Context: an optimization exercise on an open-source flow, tuned for small area, a short achievable clock period and few clock cycles. The choices shown serve that exercise and are no tape-out recipe.
The RTL was checked by simulation tests, not by an equivalence proof against the original design.
Power and IR drop assume default switching activity.

==> flow/design.v <==
module l2d_core (
    input  wire        clk,
    input  wire        rst,             
    input  wire [10:0] cfg_len,         
    output reg  [9:0]  code_addr,
    input  wire [7:0]  code_rdata,
    output reg  [11:0] heap_addr,
    output reg         heap_we,
    output reg  [7:0]  heap_wdata,
    input  wire [7:0]  heap_rdata,
    output reg  [15:0] stk_addr,
    output reg         stk_we,
    output reg  [31:0] stk_wdata,
    input  wire [31:0] stk_rdata,
    output wire [2:0]  status,          
    output reg  [2:0]  fault_kind,
    output wire [3:0]  fault_robot,
    output wire [10:0] fault_pc,
    output wire [12:0] fault_sp,
    output reg  [31:0] ticks,
    input  wire [3:0]  dbg_robot,
    output wire [10:0] dbg_pc,
    output wire [12:0] dbg_sp,
    output wire        dbg_running
);
    localparam [2:0] F_BADINPUT = 3'd2, F_NOTSUPP = 3'd3, F_UNDERFLOW = 3'd5,
                     F_DIVZERO = 3'd6, F_OOB = 3'd7;
    localparam [2:0] P_LOAD = 3'd0, P_RUN = 3'd1, P_DONE = 3'd2, P_FAULT = 3'd3,
                     P_LERR = 3'd4, P_DRAIN = 3'd5;
    localparam [2:0] B_IDLE = 3'd0, B_MUL = 3'd1, B_DIV3 = 3'd2, B_DIVS = 3'd3,
                     B_DIVF = 3'd4, B_WR = 3'd5;
    localparam [1:0] F_IDLE = 2'd0, F_I1 = 2'd1, F_B1 = 2'd2, F_FULL = 2'd3;
    localparam [4:0] E_IDLE = 5'd0,  E_PUSHW = 5'd1,  E_BIN1 = 5'd2,  E_BIN2 = 5'd3,
                     E_MULS = 5'd4,  E_NOT1 = 5'd5,   E_DUP1 = 5'd6,  E_JZ1 = 5'd7,
                     E_SWAP1 = 5'd8, E_SWAP2 = 5'd9,  E_DIV1 = 5'd10, E_DIV2 = 5'd11,
                     E_DIV3 = 5'd12, E_DIVS = 5'd13,  E_DIVF = 5'd14, E_PL1 = 5'd15,
                     E_PL2 = 5'd16,  E_PL3 = 5'd17,   E_PL4 = 5'd18,  E_PLD = 5'd19,
                     E_PLY = 5'd20,  E_PLS = 5'd23,   E_VIS = 5'd21,  E_RDL = 5'd22;
    reg [2:0]  ph;
    reg [4:0]  lcnt;
    reg [12:0] mem_size;
    reg        ms_big;
    reg [7:0]  stride;
    reg [4:0]  rcount;
    reg        rc_big;
    reg [10:0] pc      [0:15];
    reg [12:0] sp      [0:15];
    reg [15:0] running;
    assign fault_robot = cur;
    assign fault_pc    = pc0;
    assign fault_sp    = sp0;
    assign status = (ph == P_DONE)  ? 3'd1 :
                    (ph == P_FAULT) ? 3'd2 :
                    (ph == P_LERR)  ? 3'd3 : 3'd0;
    assign dbg_pc      = pc[dbg_robot];
    assign dbg_sp      = sp[dbg_robot];
    assign dbg_running = running[dbg_robot];
    reg [1:0]  fst;
    reg [3:0]  f_robot;
    reg [10:0] f_pc;
    reg [12:0] f_sp;
    reg [7:0]  f_b0, f_b1;
    reg        f_oob0, f_oob1;
    wire       buf_valid = (fst == F_B1) || (fst == F_FULL);
    wire [7:0] buf_b1    = (fst == F_B1) ? code_rdata : f_b1;
    reg [3:0] tgt;
    reg       tgt_ok;
    integer   n;
    always @(*) begin
        tgt_ok = 1'b0;
        tgt    = 4'd0;
        for (n = 15; n >= 0; n = n - 1)
            if (running[n]) begin tgt_ok = 1'b1; tgt = n[3:0]; end
        for (n = 15; n >= 0; n = n - 1)
            if (running[n] && n > f_robot) tgt = n[3:0];
    end
    wire [10:0] tgt_pc = pc[tgt];
    wire [12:0] tgt_sp = sp[tgt];
    reg [4:0]  est;
    reg [3:0]  cur;
    reg [10:0] pc0;
    reg [12:0] sp0;
    reg [7:0]  eb0;
    reg [7:0]  eb1;
    reg        is_write;
    reg [31:0] opA, opB;
    reg [41:0] acc;
    reg [41:0] mreg;
    reg [32:0] qreg;
    reg        dflag, vcap;
    reg [13:0] vd;
    reg [11:0] voff;
    reg        v_ok;
    reg [7:0]  vbits;
    reg [2:0]  vcnt;
    reg [4:0]  dcnt;
    reg        q_neg, r_neg;
    reg [2:0]  bst;
    reg [3:0]  bu_robot;
    reg [11:0] bu_idx;
    reg        bu_mod;
    wire       bu_busy = (bst != B_IDLE);
    reg        pw_valid;
    wire [3:0] arg = eb0[3:0];
    wire [3:0] s_arg = f_b0[3:0];
    wire [2:0] s_cls = f_b0[6:4];
    wire       s_push = f_b0[7];
    wire       s_uses_stk = !s_push && ((s_cls == 3'd1) || (s_cls == 3'd4) ||
                                        ((s_cls == 3'd2) && (s_arg != 4'd8)));
    wire       s_needs_bu = !s_push && ((s_cls == 3'd1) ||
                                        ((s_cls == 3'd2) && ((s_arg == 4'd2) || (s_arg == 4'd3) || (s_arg == 4'd4))));
    wire       s_stall = (pw_valid && s_uses_stk) ||
                         (bu_busy && (s_needs_bu || (f_robot == bu_robot)));
    wire       start_go = (ph == P_RUN) && (est == E_IDLE) && buf_valid && !s_stall;
    wire [14:0] s_addr = {f_b0[6:0], buf_b1};
    wire       s_sp0   = (f_sp == 13'd0);
    wire       s_sp_lt2 = (f_sp < 13'd2);
    wire       s_full  = f_sp[12];
    wire       ex_busy  = (est != E_IDLE);
    wire [3:0] act_robot = ex_busy ? cur : f_robot;
    wire       act_valid = ex_busy || start_go;
    wire       can_issue = (ph == P_RUN) && tgt_ok && !(act_valid && (tgt == act_robot)) &&
                           ((fst == F_IDLE) || (buf_valid && start_go));
    wire [41:0] b_acc_in = acc;
    wire [41:0] b_m_in   = mreg;
    wire [32:0] b_q_in   = qreg;
    function [42:0] booth_pp;        
        input [2:0]  bits;
        input [41:0] m;
        reg   [41:0] sel;
        reg          neg;
        begin
            case (bits)
                3'b001, 3'b010: begin sel = m;        neg = 1'b0; end
                3'b011:         begin sel = {m[40:0], 1'b0}; neg = 1'b0; end
                3'b100:         begin sel = {m[40:0], 1'b0}; neg = 1'b1; end
                3'b101, 3'b110: begin sel = m;        neg = 1'b1; end
                default:        begin sel = 42'd0;    neg = 1'b0; end
            endcase
            booth_pp = {neg, neg ? ~sel : sel};
        end
    endfunction
    wire [42:0] pp0 = booth_pp(b_q_in[2:0], b_m_in);
    wire [42:0] pp1 = booth_pp(b_q_in[4:2], {b_m_in[39:0], 2'b00});
    wire [41:0] b_sum = b_acc_in + pp0[41:0] + pp1[41:0] +
                        {40'd0, pp0[42] & pp1[42], pp0[42] ^ pp1[42]};
    wire [32:0] b_q_nx = {{4{b_q_in[32]}}, b_q_in[32:4]};
    wire        b_done = (b_q_nx == 33'd0) || (b_q_nx == {33{1'b1}});
    wire        a_hi_z = (acc[41:12] == 30'd0);
    wire        a_hi_o = (acc[41:12] == {30{1'b1}});
    wire [13:0] a_vd   = a_hi_z ? {2'b00, acc[11:0]} :
                         a_hi_o ? {2'b11, acc[11:0]} :
                         (acc[41] ? 14'h3000 : 14'h1000);
    wire        a_inrange = (acc[41:13] == 29'd0) && (acc[12:0] < mem_size);
    wire [11:0] v_off   = (vcnt == 3'd0) ? acc[11:0] : voff;
    wire        v_cok   = (vcnt == 3'd0) ? a_inrange : v_ok;
    wire [13:0] v_nx    = {2'b00, v_off} + vd;
    wire        v_nx_ok = !v_nx[13] && (v_nx[12:0] < mem_size);
    wire [32:0] div_t1  = {acc[31:0], qreg[31]} - {1'b0, mreg[31:0]};
    wire        div_f1  = !div_t1[32];
    wire [31:0] div_r1  = div_f1 ? div_t1[31:0] : {acc[30:0], qreg[31]};
    wire [32:0] div_t2  = {div_r1, qreg[30]} - {1'b0, mreg[31:0]};
    wire        div_f2  = !div_t2[32];
    wire [31:0] div_r2  = div_f2 ? div_t2[31:0] : {div_r1[30:0], qreg[30]};
    wire [31:0] nabs  = qreg[31] ? (32'd0 - qreg[31:0]) : qreg[31:0];
    wire [1:0]  nskip = (nabs[31:24] != 8'd0) ? 2'd0 :
                        (nabs[23:16] != 8'd0) ? 2'd1 :
                        (nabs[15:8]  != 8'd0) ? 2'd2 : 2'd3;
    wire [31:0] nshift = (nskip == 2'd0) ? nabs :
                         (nskip == 2'd1) ? {nabs[23:0], 8'd0} :
                         (nskip == 2'd2) ? {nabs[15:0], 16'd0} : {nabs[7:0], 24'd0};
    wire [31:0] div_res = bu_mod ? (r_neg ? 32'd0 - acc[31:0] : acc[31:0])
                                        : (q_neg ? 32'd0 - qreg[31:0] : qreg[31:0]);
    wire [31:0] alu_b   = stk_rdata;
    wire        alu_sub = (arg == 4'd0);
    wire [31:0] alu_sum = alu_b + (alu_sub ? ~opA : opA) + {31'd0, alu_sub};
    wire [31:0] alu_res = (arg == 4'd5) ? (alu_b & opA) :
                          (arg == 4'd6) ? (alu_b | opA) : alu_sum;
    wire [11:0] spm1 = sp0[11:0] - 12'd1;
    wire [11:0] spm2 = sp0[11:0] - 12'd2;
    wire [11:0] spm3 = sp0[11:0] - 12'd3;
    wire [11:0] spm4 = sp0[11:0] - 12'd4;
    wire [11:0] spm5 = sp0[11:0] - 12'd5;
    wire [11:0] s_spm1 = f_sp[11:0] - 12'd1;
    wire [11:0] s_spm2 = f_sp[11:0] - 12'd2;
    wire bw_go = (bst == B_WR) && !pw_valid;
    wire exec_stk = start_go ? s_uses_stk :
                    (est == E_PUSHW) || (est == E_BIN1) || (est == E_NOT1) ||
                    (est == E_DUP1) || (est == E_SWAP1) || (est == E_SWAP2) ||
                    (est == E_DIV1) || (est == E_PL1) || (est == E_PL2) ||
                    (est == E_PL3) || (est == E_PL4) || (est == E_RDL);
    always @(*) begin
        if (ph == P_LOAD)      code_addr = 10'd6 + {5'd0, lcnt};
        else if (fst == F_I1)  code_addr = f_pc[9:0] + 10'd1;
        else                   code_addr = tgt_pc[9:0];
        heap_addr  = v_off;
        heap_we    = 1'b0;
        heap_wdata = {7'd0, vbits[7]};
        if (est == E_IDLE) heap_addr = s_addr[11:0];
        if ((est == E_VIS) && is_write && v_cok) heap_we = 1'b1;
        if (ph != P_RUN) heap_we = 1'b0;
        stk_addr  = {cur, spm1};
        stk_we    = 1'b0;
        stk_wdata = pw_valid ? opB : acc[31:0];
        if (est == E_IDLE) begin
            stk_addr = {f_robot, (s_cls == 3'd1) ? s_spm2 : s_spm1};
            if (!s_uses_stk || !start_go) begin
                stk_addr = pw_valid ? {cur, spm2} : {bu_robot, bu_idx};
                stk_we   = pw_valid || bw_go;
            end
        end else begin
            case (est)
                E_PUSHW: begin
                    stk_addr  = {cur, sp0[11:0]};
                    stk_we    = 1'b1;
                    stk_wdata = {24'd0, heap_rdata};
                end
                E_BIN1, E_SWAP1, E_DIV1: stk_addr = {cur, spm2};
                E_NOT1: begin
                    stk_addr  = {cur, spm1};
                    stk_we    = 1'b1;
                    stk_wdata = ~stk_rdata;
                end
                E_DUP1: begin
                    stk_addr  = {cur, sp0[11:0]};
                    stk_we    = 1'b1;
                    stk_wdata = stk_rdata;
                end
                E_SWAP2: begin
                    stk_addr  = {cur, spm1};
                    stk_we    = 1'b1;
                    stk_wdata = stk_rdata;
                end
                E_PL1:   stk_addr = {cur, spm1};
                E_PL2:   stk_addr = {cur, spm4};
                E_PL3:   stk_addr = {cur, spm3};
                E_PL4:   stk_addr = {cur, spm5};
                E_RDL: begin
                    stk_addr  = {cur, spm4};
                    stk_we    = 1'b1;
                    stk_wdata = {24'd0, vbits[6:0], heap_rdata[0]};
                end
                default: begin
                    stk_addr = pw_valid ? {cur, spm2} : {bu_robot, bu_idx};
                    stk_we   = pw_valid || bw_go;
                end
            endcase
        end
        if ((ph != P_RUN) && (ph != P_DRAIN)) stk_we = 1'b0;
    end
    reg        c_en;        
    reg        c_halt;
    reg [10:0] c_pc;
    reg [12:0] c_sp;
    reg        flt_en;
    reg [2:0]  flt_kind;
    wire [3:0] c_robot = (est == E_IDLE) ? f_robot : cur;
    always @(*) begin
        c_en = 1'b0; c_halt = 1'b0; c_pc = pc0 + 11'd1; c_sp = sp0;
        flt_en = 1'b0; flt_kind = F_OOB;
        if (ph == P_RUN) begin
            if (start_go) begin
                c_pc = f_pc + 11'd1;
                c_sp = f_sp;
                if (f_oob0) begin flt_en = 1'b1; flt_kind = F_OOB; end
                else if (s_push) begin
                    if (f_oob1 || (s_addr >= {2'd0, mem_size}) || s_full) begin
                        flt_en = 1'b1; flt_kind = F_OOB;
                    end
                end else begin
                    case (s_cls)
                        3'd0: begin c_en = 1'b1; c_halt = 1'b1; end
                        3'd1: begin
                            if ((s_arg == 4'd1) ? (f_sp < 13'd5) : (f_sp < 13'd4)) begin
                                flt_en = 1'b1; flt_kind = F_UNDERFLOW;
                            end
                        end
                        3'd2: begin
                            case (s_arg)
                                4'd0, 4'd1, 4'd2, 4'd5, 4'd6, 4'd9:
                                    if (s_sp_lt2) begin flt_en = 1'b1; flt_kind = F_UNDERFLOW; end
                                4'd3, 4'd4, 4'd7:
                                    if (s_sp0) begin flt_en = 1'b1; flt_kind = F_UNDERFLOW; end
                                4'd8: begin
                                    if (s_sp0) begin flt_en = 1'b1; flt_kind = F_UNDERFLOW; end
                                    else begin c_en = 1'b1; c_sp = f_sp - 13'd1; end
                                end
                                4'd10: begin
                                    if (s_sp0) begin flt_en = 1'b1; flt_kind = F_UNDERFLOW; end
                                    else if (s_full) begin flt_en = 1'b1; flt_kind = F_OOB; end
                                end
                                default: begin flt_en = 1'b1; flt_kind = F_BADINPUT; end
                            endcase
                        end
                        3'd3: begin
                            if (s_arg != 4'd15) begin c_en = 1'b1; c_pc = {7'd0, s_arg}; end
                            else if (f_oob1) begin flt_en = 1'b1; flt_kind = F_OOB; end
                            else begin c_en = 1'b1; c_pc = {3'd0, buf_b1}; end
                        end
                        3'd4: begin
                            if (s_sp0) begin flt_en = 1'b1; flt_kind = F_UNDERFLOW; end
                            else if ((s_arg == 4'd15) && f_oob1) begin flt_en = 1'b1; flt_kind = F_OOB; end
                        end
                        default: begin flt_en = 1'b1; flt_kind = F_BADINPUT; end
                    endcase
                end
            end else begin
                case (est)
                    E_PUSHW: begin c_en = 1'b1; c_pc = pc0 + 11'd2; c_sp = sp0 + 13'd1; end
                    E_BIN2:  begin c_en = 1'b1; c_sp = sp0 - 13'd1; end
                    E_NOT1:  c_en = 1'b1;
                    E_DUP1:  begin c_en = 1'b1; c_sp = sp0 + 13'd1; end
                    E_JZ1: begin
                        c_en = 1'b1; c_sp = sp0 - 13'd1;
                        if (stk_rdata == 32'd0) c_pc = (arg == 4'd15) ? {3'd0, eb1} : {7'd0, arg};
                        else if (arg == 4'd15) c_pc = pc0 + 11'd2;
                    end
                    E_SWAP2: c_en = 1'b1;
                    E_DIV1: begin
                        if (stk_rdata == 32'd0) begin flt_en = 1'b1; flt_kind = F_DIVZERO; end
                        else if (sp0 == 13'd1) begin flt_en = 1'b1; flt_kind = F_UNDERFLOW; end
                    end
                    E_DIV2:  begin c_en = 1'b1; c_sp = sp0 - 13'd1; end
                    E_VIS: begin
                        if (!v_cok) begin flt_en = 1'b1; flt_kind = F_OOB; end
                        else if (is_write && (vcnt == 3'd7)) begin c_en = 1'b1; c_sp = sp0 - 13'd5; end
                    end
                    E_RDL:   begin c_en = 1'b1; c_sp = sp0 - 13'd3; end
                    default: ;
                endcase
            end
        end
    end
    wire b_step = (bst == B_MUL) || (est == E_PL3) || ((est == E_PL4) && !dflag) ||
                  (est == E_PLD) || (est == E_PLS);
    integer i;
    always @(posedge clk) begin
        if (rst) begin
            ph          <= P_LOAD;
            lcnt        <= 5'd0;
            running     <= 16'd0;
            ticks       <= 32'd0;
            fault_kind  <= 3'd0;
            bst         <= B_IDLE;
            fst         <= F_IDLE;
            f_robot     <= 4'd15;
            est         <= E_IDLE;
            pw_valid    <= 1'b0;
            for (i = 0; i < 16; i = i + 1) begin
                pc[i] <= 11'd0;
                sp[i] <= 13'd0;
            end
        end else begin
            if (ph == P_LOAD) begin
                lcnt <= lcnt + 5'd1;
                case (lcnt)
                    5'd1: begin mem_size[12:8] <= code_rdata[4:0]; ms_big <= (code_rdata[7:5] != 3'd0); end
                    5'd2: mem_size[7:0] <= code_rdata;
                    5'd3: stride <= code_rdata;
                    5'd5: begin rcount <= code_rdata[4:0]; rc_big <= (code_rdata[7:5] != 3'd0); end
                    default: ;
                endcase
                if (lcnt == 5'd6) begin
                    if (rc_big || (rcount > 5'd16) || ms_big || (mem_size > 13'd4096)) begin
                        fault_kind <= F_NOTSUPP;
                        ph         <= P_LERR;
                    end else if (11'd11 + {6'd0, rcount} > cfg_len) begin
                        fault_kind <= F_BADINPUT;
                        ph         <= P_LERR;
                    end
                end
                if (lcnt >= 5'd6) begin
                    if ({1'b0, lcnt - 5'd6} < rcount) begin
                        pc[lcnt[3:0] - 4'd6]      <= {3'd0, code_rdata};
                        running[lcnt[3:0] - 4'd6] <= 1'b1;
                    end
                end
                if (lcnt == 5'd21 && ph == P_LOAD && !(lcnt == 5'd6)) ph <= P_RUN;
            end
            if (ph == P_RUN) begin
                case (fst)
                    F_I1: begin
                        f_b0   <= code_rdata;
                        f_oob1 <= (f_pc + 11'd1 >= cfg_len);
                        fst    <= F_B1;
                    end
                    F_B1: begin
                        f_b1 <= code_rdata;
                        fst  <= start_go ? F_IDLE : F_FULL;
                    end
                    F_FULL: if (start_go) fst <= F_IDLE;
                    default: ;
                endcase
                if (can_issue) begin
                    f_robot <= tgt;
                    f_pc    <= tgt_pc;
                    f_sp    <= tgt_sp;
                    f_oob0  <= (tgt_pc >= cfg_len);
                    fst     <= F_I1;
                end
                if (!exec_stk) pw_valid <= 1'b0;
                if (!exec_stk && bw_go) bst <= B_IDLE;
                if (c_en) begin
                    pc[c_robot] <= c_pc;
                    sp[c_robot] <= c_sp;
                    ticks       <= ticks + 32'd1;
                    if (c_halt) running[c_robot] <= 1'b0;
                end
                if (flt_en) begin
                    fault_kind  <= flt_kind;
                    ph          <= bu_busy ? P_DRAIN : P_FAULT;
                end
                vcap <= (est == E_PL4) && !start_go;
                if (vcap) vbits <= stk_rdata[7:0];
                if (start_go) begin
                    cur <= f_robot;
                    pc0 <= f_pc;
                    sp0 <= f_sp;
                    eb0 <= f_b0;
                    eb1 <= buf_b1;
                    if (!flt_en && !c_en) begin
                        if (s_push) est <= E_PUSHW;
                        else case (s_cls)
                            3'd1: begin est <= E_PL1; is_write <= (s_arg == 4'd1); end
                            3'd2: case (s_arg)
                                4'd3, 4'd4: est <= E_DIV1;
                                4'd7:       est <= E_NOT1;
                                4'd9:       est <= E_SWAP1;
                                4'd10:      est <= E_DUP1;
                                default:    est <= E_BIN1;
                            endcase
                            default: est <= E_JZ1;       
                        endcase
                    end
                end else begin
                    case (est)
                        E_PUSHW, E_NOT1, E_DUP1, E_JZ1, E_RDL: est <= E_IDLE;
                        E_BIN1: begin opA <= stk_rdata; est <= E_BIN2; end
                        E_BIN2: begin
                            if (arg == 4'd2) begin
                                acc      <= 42'd0;
                                mreg     <= {{10{stk_rdata[31]}}, stk_rdata};
                                qreg     <= {opA, 1'b0};
                                bst      <= B_MUL;
                                bu_robot <= cur;
                                bu_idx   <= spm2;
                            end else begin
                                opB      <= alu_res;
                                pw_valid <= 1'b1;
                            end
                            est <= E_IDLE;
                        end
                        E_SWAP1: begin opA <= stk_rdata; est <= E_SWAP2; end
                        E_SWAP2: begin
                            opB      <= opA;
                            pw_valid <= 1'b1;
                            est      <= E_IDLE;
                        end
                        E_DIV1: begin opA <= stk_rdata; est <= E_DIV2; end
                        E_DIV2: begin
                            qreg[31:0] <= stk_rdata;
                            mreg[31:0] <= opA[31] ? 32'd0 - opA : opA;
                            q_neg      <= opA[31] ^ stk_rdata[31];
                            r_neg      <= stk_rdata[31];
                            bu_mod     <= (arg == 4'd4);
                            bst        <= B_DIV3;
                            bu_robot   <= cur;
                            bu_idx     <= spm2;
                            est        <= E_IDLE;
                        end
                        E_PL1: begin opA <= stk_rdata; est <= E_PL2; end             
                        E_PL2: begin                                                 
                            acc   <= {{10{opA[31]}}, opA};
                            mreg  <= {{10{stk_rdata[31]}}, stk_rdata};
                            qreg  <= {24'd0, stride, 1'b0};
                            dflag <= 1'b0;
                            est   <= E_PL3;
                        end
                        E_PL3: begin                                                 
                            opA <= stk_rdata;
                            if (b_done) dflag <= 1'b1;
                            est <= E_PL4;
                        end
                        E_PL4: begin                                                 
                            opB <= stk_rdata;
                            if (dflag) begin                                         
                                vd   <= a_vd;
                                acc  <= {{10{opA[31]}}, opA};
                                mreg <= {{10{stk_rdata[31]}}, stk_rdata};
                                qreg <= {24'd0, stride, 1'b0};
                                est  <= E_PLS;
                            end else
                                est  <= b_done ? E_PLY : E_PLD;
                        end
                        E_PLD: if (b_done) est <= E_PLY;
                        E_PLY: begin                                                 
                            vd   <= a_vd;
                            acc  <= {{10{opA[31]}}, opA};
                            mreg <= {{10{opB[31]}}, opB};
                            qreg <= {24'd0, stride, 1'b0};
                            est  <= E_PLS;
                        end
                        E_PLS: if (b_done) begin vcnt <= 3'd0; est <= E_VIS; end
                        E_VIS: begin
                            voff <= v_nx[11:0];
                            v_ok <= v_nx_ok;
                            vcnt <= vcnt + 3'd1;
                            if (is_write) vbits <= {vbits[6:0], 1'b0};
                            else if (vcnt != 3'd0) vbits <= {vbits[6:0], heap_rdata[0]};
                            if (vcnt == 3'd7) est <= is_write ? E_IDLE : E_RDL;
                        end
                        default: ;
                    endcase
                end
                if (!flt_en && (est == E_IDLE) && !buf_valid && (fst == F_IDLE) &&
                    (running == 16'd0) && !pw_valid && !bu_busy)
                    ph <= P_DONE;
            end
            if (ph == P_DRAIN) begin
                if (bw_go) bst <= B_IDLE;
                if (!bu_busy) ph <= P_FAULT;
            end
            if ((ph == P_RUN) || (ph == P_DRAIN)) begin
                if (b_step) begin
                    acc  <= b_sum;
                    mreg <= {b_m_in[37:0], 4'd0};
                    qreg <= b_q_nx;
                end
                case (bst)
                    B_MUL: if (b_done) bst <= B_WR;
                    B_DIV3: begin
                        acc[31:0]  <= 32'd0;
                        qreg[31:0] <= nshift;
                        dcnt       <= {1'b0, ~nskip, 2'b11};
                        bst        <= B_DIVS;
                    end
                    B_DIVS: begin
                        acc[31:0]  <= div_r2;
                        qreg[31:0] <= {qreg[29:0], div_f1, div_f2};
                        dcnt       <= dcnt - 5'd1;
                        if (dcnt == 5'd0) bst <= B_DIVF;
                    end
                    B_DIVF: begin
                        acc[31:0] <= div_res;
                        bst       <= B_WR;
                    end
                    default: ;
                endcase
            end
        end
    end
endmodule
==> flow/run.sh <==
#!/bin/bash
# synth_recipe.tcl (not shown) runs the flow's synth.tcl, then flattens the netlist and writes it again
# the make line also repeats each setting of config.mk as NAME=value (left out here)
make -C /OpenROAD-flow-scripts/flow DESIGN_CONFIG=/design/flow/config.mk WORK_HOME=/design/flow/orfs CLKGATE_MAP_FILE= SYNTH_SCRIPT=/design/flow/synth_recipe.tcl finish
==> flow/config.mk <==
export PLATFORM = sky130hd
export DESIGN_NAME = l2d_core
export DESIGN_NICKNAME = l2d_core
export VERILOG_FILES = /design/flow/design.v
export SDC_FILE = /design/flow/constraint.sdc
export NUM_CORES = 4
export LEC_CHECK = 0
export ABC_CLOCK_PERIOD_IN_PS = 7000
export CAP_MARGIN = 20
export CORE_MARGIN = 2
export CORE_UTILIZATION = 40
export SETUP_SLACK_MARGIN = 5
export SLEW_MARGIN = 20
==> flow/constraint.sdc <==
create_clock -name core_clock -period 12.0 [get_ports {clk}]
set_input_delay 2.4000 -clock core_clock [delete_from_list [all_inputs] [get_ports {clk}]]
set_output_delay 2.4000 -clock core_clock [all_outputs]
set_load 0.01 [all_outputs]
==> results of run 1 <==
==> per-stage QoR <==
stage           util  hold WS (ps)
2_1_floorplan      -           406
3_3_place_gp   0.428           441
3_5_place_dp   0.428           449
4_1_cts        0.454           463
5_1_grt        0.459           466
6_report       0.459           466
==> flip-flops by register name (all words and copies together), names as in the netlist, 8 cells and up <==
signal and count:
eb1 8, mreg 42, sp0 13, f_b0 8, f_pc 11, f_sp 13
stride 8, f_b1 8, pc0 11, mem_size 13, qreg 33, voff 12
running 16, opA 32, pc 176, vd 14, acc 42, vbits 8
opB 32, bu_idx 12, ticks 32, sp 208
==> worst max path at each step <==
stage          slack (ps)  cells after the start           from            to
2_1_floorplan        5200                     25       mreg[21]       acc[29]
3_3_place_gp         3850                     25       qreg[31]        acc[6]
3_5_place_dp         3790                     24       qreg[31]        acc[6]
4_1_cts              4810                     14     f_robot[1]  code_addr[5]
5_1_grt              4920                     24       mreg[20]       acc[27]
6_report             4990                      4  code_rdata[7]  heap_addr[7]
==> cell usage in the layout (no fill, tap or decap), types with 44 or more instances in the layout <==
master | netlist | final
a222oi_1 | 49 | 49
o21a_1 | 56 | 53
nor3_1 | 160 | 149
nor2b_1 | 65 | 63
a311oi_1 | 54 | 54
xor2_1 | 136 | 135
ha_1 | 316 | 316
a21o_1 | 100 | 100
a31oi_1 | 61 | 57
fa_1 | 48 | 48
nand2b_1 | 76 | 74
o221ai_1 | 44 | 44
xnor2_1 | 331 | 329
buf_4 | 13 | 214
nand3_1 | 167 | 166
nor4_1 | 52 | 47
inv_1 | 310 | 307
a22oi_1 | 120 | 120
mux2i_1 | 125 | 120
edfxtp_1 | 740 | 740
o22ai_1 | 89 | 86
and3_1 | 64 | 63
o21ai_0 | 385 | 374
a21oi_1 | 510 | 493
clkbuf_16 | 0 | 108
clkdlybuf4s50_1 | 0 | 211
a211oi_1 | 155 | 149
mux4_2 | 130 | 130
nor2_1 | 1021 | 1005
nand2_1 | 624 | 623
o211ai_1 | 83 | 83
dfxtp_1 | 74 | 61
nand4_1 | 46 | 46
or3_1 | 45 | 45
==> cells in the mapped netlist, drive strengths merged (22+ instances only) <==
library cell	n
nor2	1021
edfxtp	740
nand2	624
a21oi	510
clkbuf	489
o21ai	397
xnor2	331
ha	316
inv	310
nand3	168
nor3	160
a211oi	156
xor2	137
mux4	130
mux2i	125
a22oi	120
buf	118
a21o	100
o22ai	89
o211ai	83
nand2b	76
dfxtp	74
nor2b	65
and3	64
a31oi	61
nor4	59
o21a	56
a311oi	54
o31ai	50
a222oi	49
fa	48
nand4	47
or3	45
a221oi	44
o221ai	44
and2	35
mux2	31
o41ai	26
a221o	23
a22o	23
o21bai	22
or4	22
==> logic make-up (layout without fill, tap and decap cells) <==
group / Yosys count / count (layout)
AOI/OAI and AO/OA: 2059 / 2061
xor gates and xnor gates: 469 / 469
adders and majority gates: 364 / 364
buffers and inverters: 921 / 961
DFF: 814 / 814
muxes: 286 / 286
other: 1 / 8
and+or+nand+nor: 2452 / 2458
==> final cells by class <==
| cell class | instances | area, µm² |
|---|---|---|
| Timing Repair Buffer | 466 | 4470 |
| Multi-Input combinational cell | 5646 | 39200 |
| Clock buffer | 122 | 2700 |
| Sequential cell | 814 | 23700 |
| Fill cell | 15531 | 88100 |
| Inverter | 314 | 1190 |
| Tap cell | 2175 | 2720 |
| Clock inverter | 59 | 654 |
==> power groups by stage <==
stage | Clock [mW] | Sequential [mW] | Combinational [mW]
4_1_cts | 3.21 | 3.26 | 2.23
3_3_place_gp | 0 | 3.31 | 2.17
5_1_grt | 3.32 | 3.26 | 2.48
6_report | 3.18 | 3.26 | 2.31
2_1_floorplan | 0 | 3.25 | 1.53
3_5_place_dp | 0 | 3.32 | 2.18
==> layer usage <==
metal / vias up / wire length, µm
li1: 27228 / -
met2: 3630 / 127000
met4: 6 / 22500
met1: 29985 / 102000
met3: 814 / 25000
met5: - / 30
==> worst max-delay path, cell delays in order <==
cell and delay (ps):
clkdlybuf4s50_1 670, mux2i_2 690, a21oi_1 170, clkdlybuf4s50_1 670
==> what timing repair did <==
item / CTS / global route
pin swaps: 9 / 24
endpoints found under the setup margin: 100 / 62
gates resized for setup: 109 / 71
cloned: 8 / 9
buffers inserted: 31 / 44
==> summary.txt, run 1 <==
Status
  – Status: complete, no violations

Synthesis
  – Total of warnings raised by yosys: 1
  – Count of flip-flops with a built-in enable after synthesis: 740
  – Synthesized flop and latch total: 814
  – Area of the mapped netlist: 65600 µm²
  – Share of synthesized area occupied by flip-flops and latches: 0.361
  – Area share of the largest cell type after synthesis: 0.339
  – Post-Synth XOR/XNOR Area: 0.0630
  – Cell type contributing the most total cell area after synthesis: edfxtp_1
  – Cell types occupying the most area after synthesis: edfxtp_1 34%, ha_1 6.0%, nor2_1 5.8%
  – Average cell area after synthesis: 8.90 µm²
  – Synthesized instance count: 7366
  – Share of synthesized cell area in full adder, half adder and majority cells: 0.0749
  – Post-synthesis compound-gate area fraction: 0.209
  – Main synth FF type: edfxtp_1
  – Post-synth ARST share: 0
  – Largest family of logic cells by synthesized area: compound AO/OA/AOI/OAI gates
  – Share of synthesized area spent on multiplexers: 0.0690
  – Simple-gate share of the synthesized area: 0.168
  – Count of unique library cells instantiated by Yosys: 98

Clock network
  – CTS clk-pin slew, worst paths: 60 ps
  – Clock buffer depth: 3
  – CTS tree: built
  – TritonCTS buffer count: 98
  – Number of hold buffers added after cts: 0
  – CTS Root Buffer Type: clkbuf_16
  – Clock H-tree levels: 3
  – Source-to-sink clock delay at the later pin of the worst-skew pair: 760 ps
  – Number of sinks driven by the clock tree: 814

GRT
  – Global-route congestion overflow total: 0
  – Number of global-route vias before repair: 58320
  – Met1 usage in global routing: 0.383
  – Global-route track usage on met2: 0.512
  – Most used routing layer in global routing: met2
  – First-pass GRT wire length: 400000 µm
  – Initial antenna violation count: 5
  – Total Routing Usage GR: 0.317
  – Largest net degree at the start of global routing: 74
  – Met3 capacity usage during global routing: 0.0628

Place
  – Post-Place Worst Slack: 3790 ps
  – Post-placement cell area: 69700 µm²
  – Routability cong.: 1.01
  – Number of placed instances with taps included: 9323
  – Placed wire-length estimate: 201000 µm
  – Number of input and output port buffers inserted: 227

Detailed routing
  – Initial DRC count: 8032
  – Wire per inst: 28.9 µm
  – Number of optimization iterations in the first detailed-route pass: 10
  – Total number of vias: 61663
  – Final routed wirelength across all metal layers: 277000 µm
  – Drt via density: 6.43
  – Final ANT Viol Nets: 0
  – Total DRC errors in the routed layout: 0

Flow run
  – Maximum Capacitance Violations: 0

Worst setup path
  – Class of the most critical setup path: in2out
  – Origin of the critical flop-to-flop path: mreg[20]
  – Critical Path AT: 4610 ps
  – Largest fanout on the critical path: 6
  – Crit path launch type: primary input
  – R2r endpoint: acc[27]
  – Sort of element at the end of the critical path: primary output
  – Worst reg-to-reg path cell count: 24
  – R2R Setup Slk: 5150 ps
  – Endpoint required time on the critical path: 9600 ps

STA
  – Setup TNS Final: 0 ps
  – Setup Viol. Count Final: 0
  – Tmin final: 7010 ps
  – Slew at the pin with the worst max-slew slack: 1210 ps
  – Setup repair after global routing missed its margin: true
  – Final hold vios: 0
  – Setup Skew: 68.5 ps
  – Max-slew violation total from the final report: 0
  – Final period util: 0.584
  – Slew Limit Headroom: 0.184
  – Fmax: 0.143 GHz
  – Post-route worst setup slack: 4990 ps

Final layout
  – Number of antenna diodes: 0
  – Area overhead of the layout relative to synthesis: 13.9%
  – Proportion of layout cells with a drive suffix above 1: 0.102
  – Finished Layout Cells: 9596
  – Final instance area: 74700 µm²
  – Nets: 7769

Hold path
  – Worst min-delay path startpoint: f_pc[9]
  – Worst min-delay path class: reg2reg
  – Hold-critical path depth: 0
  – Worst hold endpoint: pc0[9]

Pwr
  – Final total power: 8.75 mW
  – Combinational share of power: 0.264
  – Sw Share: 0.327
  – Ratio of total power to cell area: 117 nW/µm²
  – Clock share of power: 0.364
  – Leakage power summed over all cells: 27.5 nW
  – Internal cell power: 5.89 mW
  – Maximum resistive drop on vdd: 0.000122 V
  – Sequential fraction of design power: 0.372
  – Switching pwr: 2.86 mW

Floorplan
  – Top Ports: 236
  – Core Rows: 148
  – Die boundary width: 409 µm
  – Placeable core region: 163000 µm²
  – Full die area: 167000 µm²
  – Initial standard-cell utilization of the core: 0.403
  – DIE HEIGHT: 409 µm
Testbench counts, summed over its fixed seeds: cycles 559,888.
==> run 2, diff against run 1 <==
--- a/flow/design.v
+++ b/flow/design.v
@@ -37,3 +37,3 @@
                      E_PL2 = 5'd16,  E_PL3 = 5'd17,   E_PL4 = 5'd18,  E_PLD = 5'd19,
-                     E_PLY = 5'd20,  E_PLS = 5'd23,   E_VIS = 5'd21,  E_RDL = 5'd22;
+                     E_PLY = 5'd20,  E_PLL = 5'd23,   E_VIS = 5'd21,  E_RDL = 5'd22;
     reg [2:0]  ph;
@@ -65,13 +65,16 @@
     wire [7:0] buf_b1    = (fst == F_B1) ? code_rdata : f_b1;
-    reg [3:0] tgt;
-    reg       tgt_ok;
-    integer   n;
-    always @(*) begin
-        tgt_ok = 1'b0;
-        tgt    = 4'd0;
-        for (n = 15; n >= 0; n = n - 1)
-            if (running[n]) begin tgt_ok = 1'b1; tgt = n[3:0]; end
-        for (n = 15; n >= 0; n = n - 1)
-            if (running[n] && n > f_robot) tgt = n[3:0];
-    end
+    reg  [15:0] above;
+    integer     n;
+    always @(*)
+        for (n = 0; n < 16; n = n + 1)
+            above[n] = running[n] && (n > f_robot);
+    wire [15:0] cand  = (above != 16'd0) ? above : running;
+    wire        t_z0  = (cand[7:0] == 8'd0);
+    wire [7:0]  cand8 = t_z0 ? cand[15:8] : cand[7:0];
+    wire        t_z1  = (cand8[3:0] == 4'd0);
+    wire [3:0]  cand4 = t_z1 ? cand8[7:4] : cand8[3:0];
+    wire        t_z2  = (cand4[1:0] == 2'd0);
+    wire [1:0]  cand2 = t_z2 ? cand4[3:2] : cand4[1:0];
+    wire [3:0]  tgt    = {t_z0, t_z1, t_z2, !cand2[0]};
+    wire        tgt_ok = (running != 16'd0);
     wire [10:0] tgt_pc = pc[tgt];
@@ -89,4 +92,3 @@
     reg [32:0] qreg;
-    reg        dflag, vcap;
-    reg [13:0] vd;
+    reg        ydone, vcap, vrd;
     reg [11:0] voff;
@@ -100,4 +102,5 @@
     reg [11:0] bu_idx;
-    reg        bu_mod;
+    reg        bu_mod, bu_div;
     wire       bu_busy = (bst != B_IDLE);
+    wire       b_done;
     reg        pw_valid;
@@ -109,6 +112,8 @@
                                         ((s_cls == 3'd2) && (s_arg != 4'd8)));
-    wire       s_needs_bu = !s_push && ((s_cls == 3'd1) ||
-                                        ((s_cls == 3'd2) && ((s_arg == 4'd2) || (s_arg == 4'd3) || (s_arg == 4'd4))));
+    wire       s_mdiv   = !s_push && (s_cls == 3'd2) && ((s_arg == 4'd2) || (s_arg == 4'd3) || (s_arg == 4'd4));
+    wire       s_plot   = !s_push && (s_cls == 3'd1);
+    wire       bu_ending = (bst == B_WR) || ((bst == B_MUL) && b_done) ||
+                           ((bst == B_DIVS) && (dcnt == 5'd0));
     wire       s_stall = (pw_valid && s_uses_stk) ||
-                         (bu_busy && (s_needs_bu || (f_robot == bu_robot)));
+                         (bu_busy && (s_plot || (s_mdiv && !bu_ending) || (f_robot == bu_robot)));
     wire       start_go = (ph == P_RUN) && (est == E_IDLE) && buf_valid && !s_stall;
@@ -147,13 +152,14 @@
     wire [32:0] b_q_nx = {{4{b_q_in[32]}}, b_q_in[32:4]};
-    wire        b_done = (b_q_nx == 33'd0) || (b_q_nx == {33{1'b1}});
+    assign      b_done = (b_q_nx == 33'd0) || (b_q_nx == {33{1'b1}});
     wire        a_hi_z = (acc[41:12] == 30'd0);
     wire        a_hi_o = (acc[41:12] == {30{1'b1}});
-    wire [13:0] a_vd   = a_hi_z ? {2'b00, acc[11:0]} :
-                         a_hi_o ? {2'b11, acc[11:0]} :
-                         (acc[41] ? 14'h3000 : 14'h1000);
+    wire        a_big  = !a_hi_z && !a_hi_o;       
     wire        a_inrange = (acc[41:13] == 29'd0) && (acc[12:0] < mem_size);
-    wire [11:0] v_off   = (vcnt == 3'd0) ? acc[11:0] : voff;
-    wire        v_cok   = (vcnt == 3'd0) ? a_inrange : v_ok;
-    wire [13:0] v_nx    = {2'b00, v_off} + vd;
-    wire        v_nx_ok = !v_nx[13] && (v_nx[12:0] < mem_size);
+    wire [13:0] v_nx    = {2'b00, voff} + acc[13:0];
+    wire        v_nx_ok = !a_big && !v_nx[13] && (v_nx[12:0] < mem_size);
+    wire        v_first = (est == E_PLD) && (vcnt == 3'd0);
+    wire        v_go    = v_first || (est == E_VIS);
+    wire [11:0] v_off   = v_first ? voff : v_nx[11:0];
+    wire        v_cok   = v_first ? v_ok : v_nx_ok;
+    wire [7:0]  v_bits  = vcap ? stk_rdata[7:0] : vbits;
     wire [32:0] div_t1  = {acc[31:0], qreg[31]} - {1'b0, mreg[31:0]};
@@ -164,3 +170,3 @@
     wire [31:0] div_r2  = div_f2 ? div_t2[31:0] : {div_r1[30:0], qreg[30]};
-    wire [31:0] nabs  = qreg[31] ? (32'd0 - qreg[31:0]) : qreg[31:0];
+    wire [31:0] nabs  = stk_rdata[31] ? (32'd0 - stk_rdata) : stk_rdata;
     wire [1:0]  nskip = (nabs[31:24] != 8'd0) ? 2'd0 :
@@ -184,3 +190,3 @@
     wire [11:0] s_spm1 = f_sp[11:0] - 12'd1;
-    wire [11:0] s_spm2 = f_sp[11:0] - 12'd2;
+    wire [11:0] s_spm3 = f_sp[11:0] - 12'd3;
     wire bw_go = (bst == B_WR) && !pw_valid;
@@ -197,5 +203,5 @@
         heap_we    = 1'b0;
-        heap_wdata = {7'd0, vbits[7]};
+        heap_wdata = {7'd0, v_bits[7]};
         if (est == E_IDLE) heap_addr = s_addr[11:0];
-        if ((est == E_VIS) && is_write && v_cok) heap_we = 1'b1;
+        if (v_go && is_write && v_cok) heap_we = 1'b1;
         if (ph != P_RUN) heap_we = 1'b0;
@@ -203,5 +209,5 @@
         stk_we    = 1'b0;
-        stk_wdata = pw_valid ? opB : acc[31:0];
+        stk_wdata = pw_valid ? opB : bu_div ? div_res : acc[31:0];
         if (est == E_IDLE) begin
-            stk_addr = {f_robot, (s_cls == 3'd1) ? s_spm2 : s_spm1};
+            stk_addr = {f_robot, (s_cls == 3'd1) ? s_spm3 : s_spm1};
             if (!s_uses_stk || !start_go) begin
@@ -233,5 +239,5 @@
                 end
-                E_PL1:   stk_addr = {cur, spm1};
-                E_PL2:   stk_addr = {cur, spm4};
-                E_PL3:   stk_addr = {cur, spm3};
+                E_PL1:   stk_addr = {cur, spm4};
+                E_PL2:   stk_addr = {cur, spm1};
+                E_PL3:   stk_addr = {cur, spm2};
                 E_PL4:   stk_addr = {cur, spm5};
@@ -323,2 +329,3 @@
                     E_DIV2:  begin c_en = 1'b1; c_sp = sp0 - 13'd1; end
+                    E_PLD: if (v_first && !v_cok) begin flt_en = 1'b1; flt_kind = F_OOB; end
                     E_VIS: begin
@@ -333,4 +340,4 @@
     end
-    wire b_step = (bst == B_MUL) || (est == E_PL3) || ((est == E_PL4) && !dflag) ||
-                  (est == E_PLD) || (est == E_PLS);
+    wire b_step = (bst == B_MUL) || (est == E_PL3) || ((est == E_PL4) && !ydone) ||
+                  (est == E_PLY) || (est == E_PLD);
     integer i;
@@ -413,3 +420,10 @@
                 vcap <= (est == E_PL4) && !start_go;
+                vrd  <= v_go && !is_write;
                 if (vcap) vbits <= stk_rdata[7:0];
+                if (v_go) begin
+                    voff <= v_off;
+                    vcnt <= vcnt + 3'd1;
+                    if (is_write) vbits <= {v_bits[6:0], 1'b0};
+                end
+                if (vrd) vbits <= {vbits[6:0], heap_rdata[0]};
                 if (start_go) begin
@@ -444,2 +458,3 @@
                                 bst      <= B_MUL;
+                                bu_div   <= 1'b0;
                                 bu_robot <= cur;
@@ -460,3 +475,5 @@
                         E_DIV2: begin
-                            qreg[31:0] <= stk_rdata;
+                            acc[31:0]  <= 32'd0;
+                            qreg[31:0] <= nshift;
+                            dcnt       <= {1'b0, ~nskip, 2'b11};
                             mreg[31:0] <= opA[31] ? 32'd0 - opA : opA;
@@ -465,3 +482,4 @@
                             bu_mod     <= (arg == 4'd4);
-                            bst        <= B_DIV3;
+                            bu_div     <= 1'b1;
+                            bst        <= B_DIVS;
                             bu_robot   <= cur;
@@ -472,6 +490,5 @@
                         E_PL2: begin                                                 
-                            acc   <= {{10{opA[31]}}, opA};
-                            mreg  <= {{10{stk_rdata[31]}}, stk_rdata};
+                            acc   <= {{10{stk_rdata[31]}}, stk_rdata};
+                            mreg  <= {{10{opA[31]}}, opA};
                             qreg  <= {24'd0, stride, 1'b0};
-                            dflag <= 1'b0;
                             est   <= E_PL3;
@@ -479,20 +496,23 @@
                         E_PL3: begin                                                 
-                            opA <= stk_rdata;
-                            if (b_done) dflag <= 1'b1;
-                            est <= E_PL4;
+                            opB   <= stk_rdata;
+                            ydone <= b_done;
+                            est   <= E_PL4;
                         end
                         E_PL4: begin                                                 
-                            opB <= stk_rdata;
-                            if (dflag) begin                                         
-                                vd   <= a_vd;
-                                acc  <= {{10{opA[31]}}, opA};
-                                mreg <= {{10{stk_rdata[31]}}, stk_rdata};
+                            opA <= stk_rdata;
+                            if (ydone) begin                                         
+                                voff <= acc[11:0];
+                                v_ok <= a_inrange;
+                                acc  <= {{10{stk_rdata[31]}}, stk_rdata};
+                                mreg <= {{10{opB[31]}}, opB};
                                 qreg <= {24'd0, stride, 1'b0};
-                                est  <= E_PLS;
+                                vcnt <= 3'd0;
+                                est  <= E_PLD;
                             end else
-                                est  <= b_done ? E_PLY : E_PLD;
+                                est  <= b_done ? E_PLL : E_PLY;
                         end
-                        E_PLD: if (b_done) est <= E_PLY;
-                        E_PLY: begin                                                 
-                            vd   <= a_vd;
+                        E_PLY: if (b_done) est <= E_PLL;
+                        E_PLL: begin                                                 
+                            voff <= acc[11:0];
+                            v_ok <= a_inrange;
                             acc  <= {{10{opA[31]}}, opA};
@@ -500,13 +520,7 @@
                             qreg <= {24'd0, stride, 1'b0};
-                            est  <= E_PLS;
-                        end
-                        E_PLS: if (b_done) begin vcnt <= 3'd0; est <= E_VIS; end
-                        E_VIS: begin
-                            voff <= v_nx[11:0];
-                            v_ok <= v_nx_ok;
-                            vcnt <= vcnt + 3'd1;
-                            if (is_write) vbits <= {vbits[6:0], 1'b0};
-                            else if (vcnt != 3'd0) vbits <= {vbits[6:0], heap_rdata[0]};
-                            if (vcnt == 3'd7) est <= is_write ? E_IDLE : E_RDL;
+                            vcnt <= 3'd0;
+                            est  <= E_PLD;
                         end
+                        E_PLD: if (b_done) est <= E_VIS;                             
+                        E_VIS: if (vcnt == 3'd7) est <= is_write ? E_IDLE : E_RDL;
                         default: ;
@@ -530,8 +544,2 @@
                     B_MUL: if (b_done) bst <= B_WR;
-                    B_DIV3: begin
-                        acc[31:0]  <= 32'd0;
-                        qreg[31:0] <= nshift;
-                        dcnt       <= {1'b0, ~nskip, 2'b11};
-                        bst        <= B_DIVS;
-                    end
                     B_DIVS: begin
@@ -540,7 +548,3 @@
                         dcnt       <= dcnt - 5'd1;
-                        if (dcnt == 5'd0) bst <= B_DIVF;
-                    end
-                    B_DIVF: begin
-                        acc[31:0] <= div_res;
-                        bst       <= B_WR;
+                        if (dcnt == 5'd0) bst <= B_WR;
                     end
==> run 2 against run 1 <==
Compared with the run above: worst hold slack improved by 33 ps; largest power group is now clock; highest routed layer unchanged; core utilization rose by 2.0 points; die area fell by 1.3%; combinational power fell by 6%; fmax fell by 6.1%; clock power rose by 5%; cell area rose by 3.0%; critical path depth rose by 13; still clean; first-iteration DRC count rose by 13%; clock skew rose by 9.6 ps; routed wire length fell by 1.6%; total power fell by 0.41%.
==> summary.txt, run 2 <==
Clock network
  – Source-to-sink clock delay at the later pin of the worst-skew pair: 770 ps (about the same)
  – Clock buffer depth: 3 (unchanged)
  – CTS clk-pin slew, worst paths: 60 ps (about the same)
  – TritonCTS buffer count: 97 (-1.0%)
  – CTS Root Buffer Type: clkbuf_16
  – CTS tree: built
  – Number of hold buffers added after cts: 0 (unchanged)
  – Number of sinks driven by the clock tree: 802 (-1.5%)
  – Clock H-tree levels: 3 (unchanged)

Place
  – Number of placed instances with taps included: 9262 (-0.65%)
  – Placed wire-length estimate: 186000 µm (-7.1%)
  – Post-placement cell area: 68800 µm² (-1.4%)
  – Number of input and output port buffers inserted: 227 (unchanged)
  – Post-Place Worst Slack: 2870 ps (-919 ps)
  – Routability cong.: 0.978 (-3.5%)

Synthesis
  – Share of synthesized area occupied by flip-flops and latches: 0.361 (-0.000789)
  – Post-synth ARST share: 0 (unchanged)
  – Synthesized flop and latch total: 802 (-1.5%)
  – Count of unique library cells instantiated by Yosys: 98 (unchanged)
  – Total of warnings raised by yosys: 1 (unchanged)
  – Synthesized instance count: 7336 (-0.41%)
  – Area share of the largest cell type after synthesis: 0.338 (-0.00109)
  – Count of flip-flops with a built-in enable after synthesis: 728 (-1.6%)
  – Cell with the most instances after synthesis: nor2_1
  – Main synth FF type: edfxtp_1
  – Cell types occupying the most area after synthesis: edfxtp_1 34%, ha_1 6.0%, nor2_1 5.0%
  – Average cell area after synthesis: 8.82 µm² (-0.90%)
  – Cell type contributing the most total cell area after synthesis: edfxtp_1
  – Synth cell count leaders: 861 x nor2_1, 754 x nand2_1, 728 x edfxtp_1, 522 x a21oi_1, 492 x clkbuf_1
  – Area of the mapped netlist: 64700 µm² (-1.3%)

STA
  – Setup repair after global routing missed its margin: true
  – Setup Viol. Count Final: 0 (unchanged)
  – Setup Skew: 78.1 ps (+9.62 ps)
  – Slew Limit Headroom: 0.145 (-0.0384)
  – Final hold vios: 0 (unchanged)
  – Final period util: 0.622 (+0.0377)
  – Fmax: 0.134 GHz (-6.1%)
  – Slew at the pin with the worst max-slew slack: 1280 ps (+74.7 ps)
  – Setup TNS Final: 0 ps (unchanged)
  – Tmin final: 7460 ps (+452 ps)
  – Post-route worst setup slack: 4540 ps (-452 ps)
  – Max-slew violation total from the final report: 0 (unchanged)

Floorplan
  – Core Rows: 147 (-0.68%)
  – Top Ports: 236 (unchanged)
  – Full die area: 165000 µm² (-1.3%)
  – Initial standard-cell utilization of the core: 0.403 (about the same)
  – Die boundary width: 406 µm (-0.65%)
  – Placeable core region: 161000 µm² (-1.4%)
  – DIE HEIGHT: 406 µm (-0.65%)

Detailed routing
  – Drt via density: 6.46 (+0.56%)
  – Initial DRC count: 9069 (+13%)
  – Total DRC errors in the routed layout: 0 (unchanged)
  – Total number of vias: 62771 (+1.8%)
  – Final routed wirelength across all metal layers: 273000 µm (-1.6%)
  – Number of optimization iterations in the first detailed-route pass: 7 (-3)
  – Final ANT Viol Nets: 0 (unchanged)
  – Wire per inst: 28.1 µm (-2.8%)

Final layout
  – Nets: 7891 (+1.6%)
  – Final instance area: 76900 µm² (+3.0%)
  – Area overhead of the layout relative to synthesis: 18.9%
  – Finished Layout Cells: 9714 (+1.2%)
  – Register with the highest flop count: sp
  – Flip-flop count of the largest register, all copies and words added: 208 (unchanged)
  – Leading registers by flop count: sp: 208 flops, pc: 176 flops
  – Proportion of layout cells with a drive suffix above 1: 0.148 (+0.0458)
  – End-of-flow core utilization: 0.479 (+0.0202)
  – Commonest non-fill, non-tap cell in the layout: nor2_1
  – Commonest cells after routing, fill and taps aside: 827 x nor2_1, 737 x nand2_1, 728 x edfxtp_1, 483 x a21oi_1, 408 x o21ai_0

Worst setup path
  – Delay of the slowest cell on the worst path: 440 ps (-250 ps)
  – Class of the most critical setup path: reg2out
  – Endpoint required time on the critical path: 9600 ps (about the same)
  – Cells along the critical path: o21ba_4 > a2111o_1 > a211o_4 > o31ai_4 > a2111oi_4 > clkbuf_16 > a221o_2 > buf_6 > o21ai_4 > nand2_8 > buf_12 > nand2_4 > a32oi_2 > a221oi_2 > a31oi_4 > a221o_1 > buf_2
  – Largest fanout on the critical path: 8 (+2)
  – Cell with the largest stage delay on the worst path: a2111o_1
  – R2R Setup Slk: 5260 ps (+110 ps)
  – Crit path launch type: register
  – Critical Path AT: 5060 ps (+450 ps)
  – Sort of element at the end of the critical path: primary output

Status
  – Status: complete, no violations

Pwr
  – Ratio of total power to cell area: 113 nW/µm² (-3.3%)
  – Leakage power summed over all cells: 28.7 nW (+4.6%)
  – Maximum resistive drop on vdd: 0.000144 V (+18%)

GRT
  – Number of global-route vias before repair: 58808 (+0.84%)
  – Total Routing Usage GR: 0.318 (+0.000865)
  – Largest net degree at the start of global routing: 88 (+19%)
  – Initial antenna violation count: 7 (+2)
  – Global-route congestion overflow total: 0 (unchanged)
  – First-pass GRT wire length: 395000 µm (-1.4%)

Hold path
  – Worst min-delay path class: reg2reg

Flow run
  – Maximum Capacitance Violations: 0 (unchanged)
==> run 2: cell types whose count changed after synthesis, sizes merged, moves of 64 or more <==
| cell | change |
|---|---|
| a211oi | -67 |
| a221oi | +64 |
| nand2 | +130 |
| nor2 | -159 |
| o21ai | +73 |
| xnor2 | -93 |
==> run 2: cell type report <==
class	instances	area [µm²]
fill	15151	83600
tap	2160	2700
inverter	310	1170
sequential	802	23400
multi-input combinational	5619	39800
antenna	4	10.0
clock buffer	101	2450
timing repair buffer	636	6280
clock inverter	82	1100
==> run 2: through the flow <==
| stage | total power [mW] | hold WS, ps |
|---|---|---|
| after floorplan | 4.67 | 403 |
| after global placement | 5.21 | 470 |
| after detailed placement | 5.23 | 471 |
| after CTS | 8.64 | 495 |
| after global routing | 9.04 | 513 |
| final | 8.72 | 498 |
==> run 2: where the power goes <==
group,switching [mW],internal [mW],total [mW]
Sequential,0.0961,3.11,3.21
Clock,1.41,1.93,3.33
Combinational,1.27,0.907,2.17
Total,2.77,5.95,8.72
==> run 2: path summary, 6_finish.rpt <==
path                   start      endpoint  depth (start not counted)
hold / removal     ticks[29]     ticks[29]                          2
setup reg to reg     qreg[1]       acc[40]                         25
hold reg to reg    ticks[29]     ticks[29]                          2
setup / recovery  running[6]  code_addr[5]                         17
==> run 2: kinds of logic after synthesis <==
logic type,share of synthesized area
fa+ha+maj,0.0751
flops,0.361
buf+inv,0.0564
compound gates,0.219
simple gates,0.165
xor+xnor,0.0584
other cells,0.0000579
mux,0.0649
==> run 2: what timing repair did <==
item	CTS	global route
pin swaps	96	88
buffers inserted	158	70
resized for setup	404	167
setup endpoints to repair	244	211
cloned	28	8
==> run 2: metal layers <==
metal,wire [µm],GRT usage,vias up
li1,-,-,27523
met1,103000,0.400,30425
met2,124000,0.513,3935
met3,25500,0.0558,886
met4,19600,0.189,2
met5,12,0,-
==> run 2: worst max-delay path, delay by kind of cell, from the launching register on <==
kind	cells	cell delay (ps)
and+or+nand+nor	2	160
DFF	1	350
buffers and inverters	4	640
AOI/OAI and AO/OA	11	3130
Testbench counts of run 2, summed over its fixed seeds: cycles 532,449.

[afterwards: timing with drivers on the ports]
In the flow no input, the clock included, has a driving cell. The finished layouts below were timed again as built, in two steps. Step 1, drivers: a clkbuf_16 drives clk and a buf_2 each remaining input, both assumed. Step 2 also shifts input and output timing later by t, the mid clock arrival at the registers, as if the neighbouring blocks saw the same clock. a / b / c = no drivers / after step 1 / after step 2; a / b = the first two.
run	t, ns	slack for setup (ns)	worst setup path at the end	slew at the worst register clock pin (ns)	worst data-port slew with drivers (ns)
run 1	0.812	4.992 / 4.876 / 4.829	input to register	0.07 / 0.07	0.27
run 2	0.823	4.540 / 4.451 / 4.383	input to register	0.07 / 0.07	0.20
After both steps every run listed still meets setup and hold. For run 1, which loses most, drivers alone change the setup slack by -0.116 ns; drivers and shift together by -0.163 ns.
